What follows belongs to an exercise in optimizing a design on an open flow for small area, a short achievable clock period and few clock cycles per item; a production flow would make more cautious choices. The RTL of this run was laid out without a check of its function. Power is estimated from default activity; no workload was simulated.

--- design/flow/config.mk ---
export PLATFORM = sky130hd
export DESIGN_NAME = chunked_transition_lut_fsm
export DESIGN_NICKNAME = chunked_transition_lut_fsm
export VERILOG_FILES = /design/flow/design.v
export SDC_FILE = /design/flow/constraint.sdc
export NUM_CORES = 4
export LEC_CHECK = 0
export CAP_MARGIN = 20
export CORE_MARGIN = 2
export CORE_UTILIZATION = 55
export SETUP_SLACK_MARGIN = 5
export SLEW_MARGIN = 20
--- design/flow/constraint.sdc ---
create_clock -name core_clock -period 10.0 [get_ports {clk}]
set_input_delay 2.0000 -clock core_clock [delete_from_list [all_inputs] [get_ports {clk}]]
set_output_delay 2.0000 -clock core_clock [all_outputs]
set_load 0.01 [all_outputs]
--- design/flow/design.v ---
module chunked_transition_lut_fsm (
    input  wire         clk,
    input  wire         rst,
    input  wire         start,
    input  wire [15:0]  cmd,
    input  wire [63:0]  xin,
    input  wire [63:0]  yin,
    input  wire [127:0] hin,
    output wire         busy,
    output wire         done,
    output wire         fault,
    output wire [1:0]   cause,
    output wire [127:0] hout,
    output wire [63:0]  xout,
    output wire [63:0]  yout
);
    localparam integer K  = 16;            
    localparam integer LK = 4;             
    localparam integer NB = 64 / K;        
    localparam integer LB = 6 - LK;        
    wire       c_var   = cmd[12];
    wire       c_dir   = cmd[11];
    wire       c_auto  = cmd[10];
    wire [1:0] c_wsel  = cmd[9:8];
    wire [7:0] c_order = cmd[7:0];
    wire [7:0] w_bits    = 8'd8 << c_wsel;
    wire       illegal   = (cmd[15:13] != 3'd0) || (c_var && c_auto);
    wire       order_bad = !c_auto && (c_order > w_bits);
    wire       c_fault   = illegal | order_bad;
    wire [5:0] om1    = c_order[5:0] - 6'd1;
    wire [5:0] c_top  = c_auto ? (w_bits[6:0] - 7'd1) : om1;
    wire       c_none = !c_auto && (c_order[6:0] == 7'd0);
    wire [LB-1:0] c_b0 = c_top[5:LK];
    reg [127:0]   r;
    reg           busy_r, done_r;
    reg [1:0]     cause_r;
    reg [LB-1:0]  blk;
    reg           first;
    reg [LK-1:0]  tpos;
    reg           var_r, dir_r;
    reg           su, sv;
    assign busy  = busy_r;
    assign done  = done_r;
    assign cause = cause_r;
    assign fault = cause_r[0] | cause_r[1];
    assign hout  = r;
    genvar g;
    generate
        for (g = 0; g < 64; g = g + 1) begin : g_o
            assign xout[g] = r[2*g+1];
            assign yout[g] = r[2*g];
        end
    endgenerate
    wire [2*K-1:0] bin = r[2*K*blk +: 2*K];
    function [5:0] comp;    
        input [5:0] lo, hi;
        reg a00, a01, a10, a11, c00, c01, c10, c11;
        begin
            {a00, a01, a10, a11} = lo[5:2];
            {c00, c01, c10, c11} = hi[5:2];
            comp[5] = (a00 & c00) ^ (a01 & c10);
            comp[4] = (a00 & c01) ^ (a01 & c11);
            comp[3] = (a10 & c00) ^ (a11 & c10);
            comp[2] = (a10 & c01) ^ (a11 & c11);
            comp[1] = (a00 & hi[1]) ^ (a01 & hi[0]) ^ lo[1];
            comp[0] = (a10 & hi[1]) ^ (a11 & hi[0]) ^ lo[0];
        end
    endfunction
    reg  [K-1:0] la, lb;
    reg  [K-1:0] lpad;
    reg  [5:0]   lmap [0:K];      
    integer j;
    reg a, b, c, pad, top, low;
    always @(*) begin
        lmap[0] = {4'b0000, su, sv};
        for (j = K - 1; j >= 0; j = j - 1) begin
            pad = first && (j > tpos);
            top = first && (j == tpos) && var_r;
            low = var_r && !pad && !top;
            a = bin[2*j+1] ^ low;
            b = bin[2*j] ^ (low & dir_r);
            c = a ^ b;
            la[j] = a;
            lb[j] = b;
            lpad[j] = pad;
            if (pad)
                lmap[K-j] = 6'b100100;
            else if (top)
                lmap[K-j] = {4'b0000, a ^ dir_r, ~(a ^ dir_r)};
            else if (!dir_r)
                lmap[K-j] = {1'b1, c, ~c, 1'b1, c & a, ~c & ~a};
            else
                lmap[K-j] = {4'b1001, a & b, ~a & ~b};
        end
    end
    wire [5:0] pre [0:LK][0:K-1];
    genvar s2, e2;
    generate
        for (e2 = 0; e2 < K; e2 = e2 + 1) begin : g_p0
            assign pre[0][e2] = lmap[e2];
        end
        for (s2 = 0; s2 < LK; s2 = s2 + 1) begin : g_st
            for (e2 = 0; e2 < K; e2 = e2 + 1) begin : g_nd
                if ((e2 >> s2) & 1) begin : g_c
                    assign pre[s2+1][e2] = comp(pre[s2][e2], pre[s2][((e2 >> s2) << s2) - 1]);
                end else begin : g_t
                    assign pre[s2+1][e2] = pre[s2][e2];
                end
            end
        end
    endgenerate
    reg  [2*K-1:0] bout;
    reg            nu, nv;
    reg u, v, sw;
    always @(*) begin
        for (j = K - 1; j >= 0; j = j - 1) begin
            u = pre[LK][K-1-j][1];
            v = pre[LK][K-1-j][0];
            a = la[j];
            b = lb[j];
            c = a ^ b;
            sw = u ^ v;
            if (lpad[j])
                bout[2*j +: 2] = 2'b00;
            else if (!dir_r)
                bout[2*j +: 2] = {a ^ (c ? v : u), c};
            else
                bout[2*j +: 2] = {(sw ? c : a) ^ u, (sw ? a : c) ^ u};
        end
    end
    wire [5:0] lastm = lmap[K];
    wire [1:0] s_in0 = pre[LK][K-1][1:0];
    always @(*) begin
        nu = (lastm[5] & s_in0[1]) ^ (lastm[4] & s_in0[0]) ^ lastm[1];
        nv = (lastm[3] & s_in0[1]) ^ (lastm[2] & s_in0[0]) ^ lastm[0];
    end
    wire launch = start && !busy_r;
    wire [NB-1:0] keep;
    generate
        for (g = 0; g < NB; g = g + 1) begin : g_keep
            assign keep[g] = !c_none && (g <= c_b0);
        end
    endgenerate
    integer i;
    always @(posedge clk) begin
        if (rst) begin
            busy_r  <= 1'b0;
            done_r  <= 1'b0;
            cause_r <= 2'd0;
        end else if (launch) begin
            cause_r <= illegal ? 2'd1 : order_bad ? 2'd2 : 2'd0;
            busy_r  <= !c_fault && !c_none;
            done_r  <= c_fault || c_none;
        end else if (busy_r && blk == {LB{1'b0}}) begin
            busy_r  <= 1'b0;
            done_r  <= 1'b1;
        end
        if (launch) begin
            for (i = 0; i < 64; i = i + 1) begin
                r[2*i+1] <= keep[i/K] & (c_dir ? hin[2*i+1] : xin[i]);
                r[2*i]   <= keep[i/K] & (c_dir ? hin[2*i]   : yin[i]);
            end
            blk   <= c_b0;
            first <= 1'b1;
            tpos  <= c_top[LK-1:0];
            var_r <= c_var;
            dir_r <= c_dir;
            su    <= 1'b0;
            sv    <= c_auto & c_order[0];
        end else if (busy_r) begin
            r[2*K*blk +: 2*K] <= bout;
            blk   <= blk - 1'b1;
            first <= 1'b0;
            su    <= nu;
            sv    <= nv;
        end
    end
endmodule
--- design/flow/run.sh ---
#!/bin/bash
# synth_recipe.tcl (not shown) runs the flow's synth.tcl, then flattens the netlist and writes it again
# the make line also repeats each setting of config.mk as NAME=value (left out here)
make -C /OpenROAD-flow-scripts/flow DESIGN_CONFIG=/design/flow/config.mk WORK_HOME=/design/flow/orfs CLKGATE_MAP_FILE= SYNTH_SCRIPT=/design/flow/synth_recipe.tcl finish
==> impl_metrics.json <==
{
  "path_cells": "mux4_2 > buf_4 > xnor2_2 > o211ai_1 > a21oi_2 > nand2b_4 > a2111oi_4 > xnor3_2 > nor2_4 > xnor3_4 > buf_6 > buf_12 > a21o_1 > a211o_1 > a31oi_1 > a31oi_1 > xnor2_1 > nand2b_1 > o221ai_1",
  "post-place-ws_ns": 2.97,
  "place_congestion": 1.02,
  "avgSynthCellArea_um2": 8.38,
  "critPathMaxFanout": 7,
  "power.density_mw_per_mm2": 331,
  "slowest_delay_ns": 0.68,
  "routed_via_density": 7.39,
  "dpl.cell_count": 2886,
  "grt_pass1_vias": 19857,
  "io_pins": 536,
  "ff2ff_setup_slack_ns": 4.01,
  "start_kind": "flip-flop",
  "drv_cap": 0,
  "slew_violations": 0,
  "vdd_ir_drop_max_v": 0.000513,
  "slew_headroom": 0.148,
  "clock_skew_ns": 0.0208,
  "hold_path_class": "reg -> reg",
  "drcViolationCount": 0,
  "finalSetupTns_ns": 0,
  "synth_top_cell_area_share": 0.229,
  "synth_cells": 2143,
  "setup_viol": 0,
  "path_delay_family": "compound AO/OA/AOI/OAI gates",
  "worstPathRequired_ns": 10.18,
  "ys_types": 104,
  "power_mw": 8.62,
  "dr.first_iter.drc_count": 4777,
  "clock-sinks": 143,
  "worstPathArrival_ns": 6.17,
  "drive_above_1_share": 0.205,
  "instances_no_fill": 3069,
  "start_util": 0.555,
  "synth.ff_latch_count": 143,
  "grt_antenna_before_repair": 17,
  "synth_top_cells_by_count": "nor2_1, nand2_1, mux2i_1",
  "h-tree-depth": 4,
  "seq_area_frac_synth": 0.236,
  "core-area_mm2": 0.0324,
  "yosysWarnings": 3,
  "drtPass1Iterations": 8,
  "clockBufferDepth": 2,
  "timing.hold.ws_ns": 0.581,
  "rsz0062_at_grt": "true",
  "synth.net_count": 2427,
  "end_kind": "flip-flop",
  "numPortBuffers": 535,
  "async_reset_ff_frac": 0,
  "worstSkewPairLatency_ns": 0.48,
  "grt_pass1_wl_um": 131000,
  "setup_ws_ns": 4.01,
  "r2r_start": "r[126]$_DFFE_PP_",
  "detail-route-antenna-nets": 0,
  "synthFlopType": "edfxtp_1",
  "hold_violations": 0,
  "root_buffer": "clkbuf_16",
  "synth_top_area_cell": "edfxtp_1",
  "worstHoldStart": "cause_r[1]$_SDFFE_PP0P_",
  "wl_per_cell_um": 31.8,
  "dpl.hpwl_um": 66800,
  "syn_area_mm2": 0.0180,
  "crit_buf_inv": 3,
  "p_leak_nw": 9.82,
  "status": "no timing/DRC/antenna violations",
  "grt_max_degree": 77,
  "crit_start": "r[126]$_DFFE_PP_",
  "critical_path_class": "reg -> reg",
  "grt_remaining_overflow": 0,
  "fmax_mhz": 167,
  "yosysMostFrequentCell": "nor2_1",
  "synth_edf_count": 137,
  "vias": 22675,
  "fin_nets": 2882,
  "grt_usage": 0.526,
  "die_area_mm2": 0.0341,
  "rows": 66,
  "cpMostUsedCell": "a31oi_1",
  "area_growth_pct": 45.1,
  "yosys-top-cells-area": "edfxtp_1, mux2i_1, xnor2_1, buf_4, nor2_1",
  "period_share": 0.599,
  "finalCriticalPeriod_ns": 5.99,
  "tightest_slew_ns": 1.28,
  "cp_slowest_cell": "edfxtp_1",
  "clkSlewWorstSetupHoldPaths_ns": 0.07,
  "die_w_um": 185,
  "die-height_um": 185,
  "wl_um": 97700,
  "cts_tree": "done",
  "numCtsBuffers": 17
}
-- path summary, 6_finish.rpt --
check | to | cells past startpoint
worst max-delay path | r[42]$_DFFE_PP_ | 19
worst min-delay path | cause_r[1]$_SDFFE_PP0P_ | 2
worst max register to register | r[42]$_DFFE_PP_ | 19
worst min register to register | cause_r[1]$_SDFFE_PP0P_ | 2
-- timing repair --
| action | CTS | global route |
|---|---|---|
| resized for setup | 159 | 164 |
| pin swaps | 69 | 120 |
| hold buffers | 0 | 0 |
| cloned | 4 | 2 |
| setup endpoints to repair | 116 | 106 |
| setup buffers | 66 | 63 |
-- power breakdown --
group / total (mW) / internal (mW) / switching [mW] / leakage, nW
clock network: 0.683 / 0.370 / 0.313 / 0.282
registers: 0.985 / 0.792 / 0.193 / 1.44
logic: 6.95 / 3.29 / 3.66 / 8.10
total: 8.62 / 4.45 / 4.17 / 9.82
-- worst min-delay path, cell delays in order (launching register included) --
cell     delay (ns)
dfxtp_1        0.35
a21oi_1        0.13
nor2_1         0.05
-- cells by family (layout without fill, tap and decap cells) --
logic type | count (synthesis) | in the layout | share of synthesized area
compound gates | 563 | 564 | 0.220
xor+xnor | 204 | 206 | 0.122
fa+ha+maj | 9 | 9 | 0.00627
buf+inv | 297 | 760 | 0.0929
flops | 143 | 143 | 0.236
mux | 195 | 195 | 0.132
other cells | 0 | 16 | 0
simple gates | 732 | 734 | 0.191
-- metrics by stage --
step | utilization | area, um^2
4_1_cts | 0.764 | 24700
5_1_grt | 0.805 | 26100
3_5_place_dp | 0.704 | 22800
6_report | 0.805 | 26100
3_3_place_gp | 0.704 | 22800
2_1_floorplan | - | 18200
-- layout by cell type, fill, tap and decap left out, types with 43 or more instances in the layout --
cell             count
nor2_1             223
buf_4              131
edfxtp_1           137
mux2i_1            149
o22ai_1             43
nor3_1              52
nand3_1             45
a21oi_1            117
nand2_1            186
xnor2_1             92
o21ai_0             46
clkdlybuf4s50_1    533
-- layout make-up --
type	count	area, um^2
multi-input cells	1708	13700
repair buffers	700	6810
fillers	2018	6300
flip-flops and latches	143	4230
well taps	442	553
clock buffers	17	425
clock inverters	15	156
inverters	28	109
diodes	16	40.0
-- flip-flops by register name, summed over array words and instances, names as in the netlist --
register  count
blk           2
busy_r        1
cause_r       2
dir_r         1
done_r        1
first         1
r           128
su            1
sv            1
tpos          4
var_r         1
-- layer usage --
metal  track usage  vias to the layer above  routed length [um]
li1              -                     8837                   -
met1         0.674                    10719               32900
met2         0.730                     2481               39100
met3         0.265                      630               18500
met4         0.243                        8                6990
met5        0.0444                        -                 172

## afterwards: timing with drivers on the ports
The flow's constraints put no driver on any port. The routed layout listed below was extracted and timed again, unchanged, in two steps. Step 1, drivers: a clkbuf_16 drives clk and a buf_2 each remaining input, both assumed. Step 2 moves the port delays by t, midway between the first and last clock arrival at a register: inputs arrive t later, outputs are due t later. That takes back most of the time a late clock gives input paths. Three values: ideal ports, drivers, drivers and shift; two values: the first two.
t, ns: 0.530
setup slack, ns: 4.011 / 4.011 / 4.011
worst setup path after step 2: register to register
worst slew at a driven data input, ns: 0.15
After both steps this run still meets setup and hold. For this run, drivers alone change the setup slack by 0.000 ns; drivers and shift together by 0.000 ns.
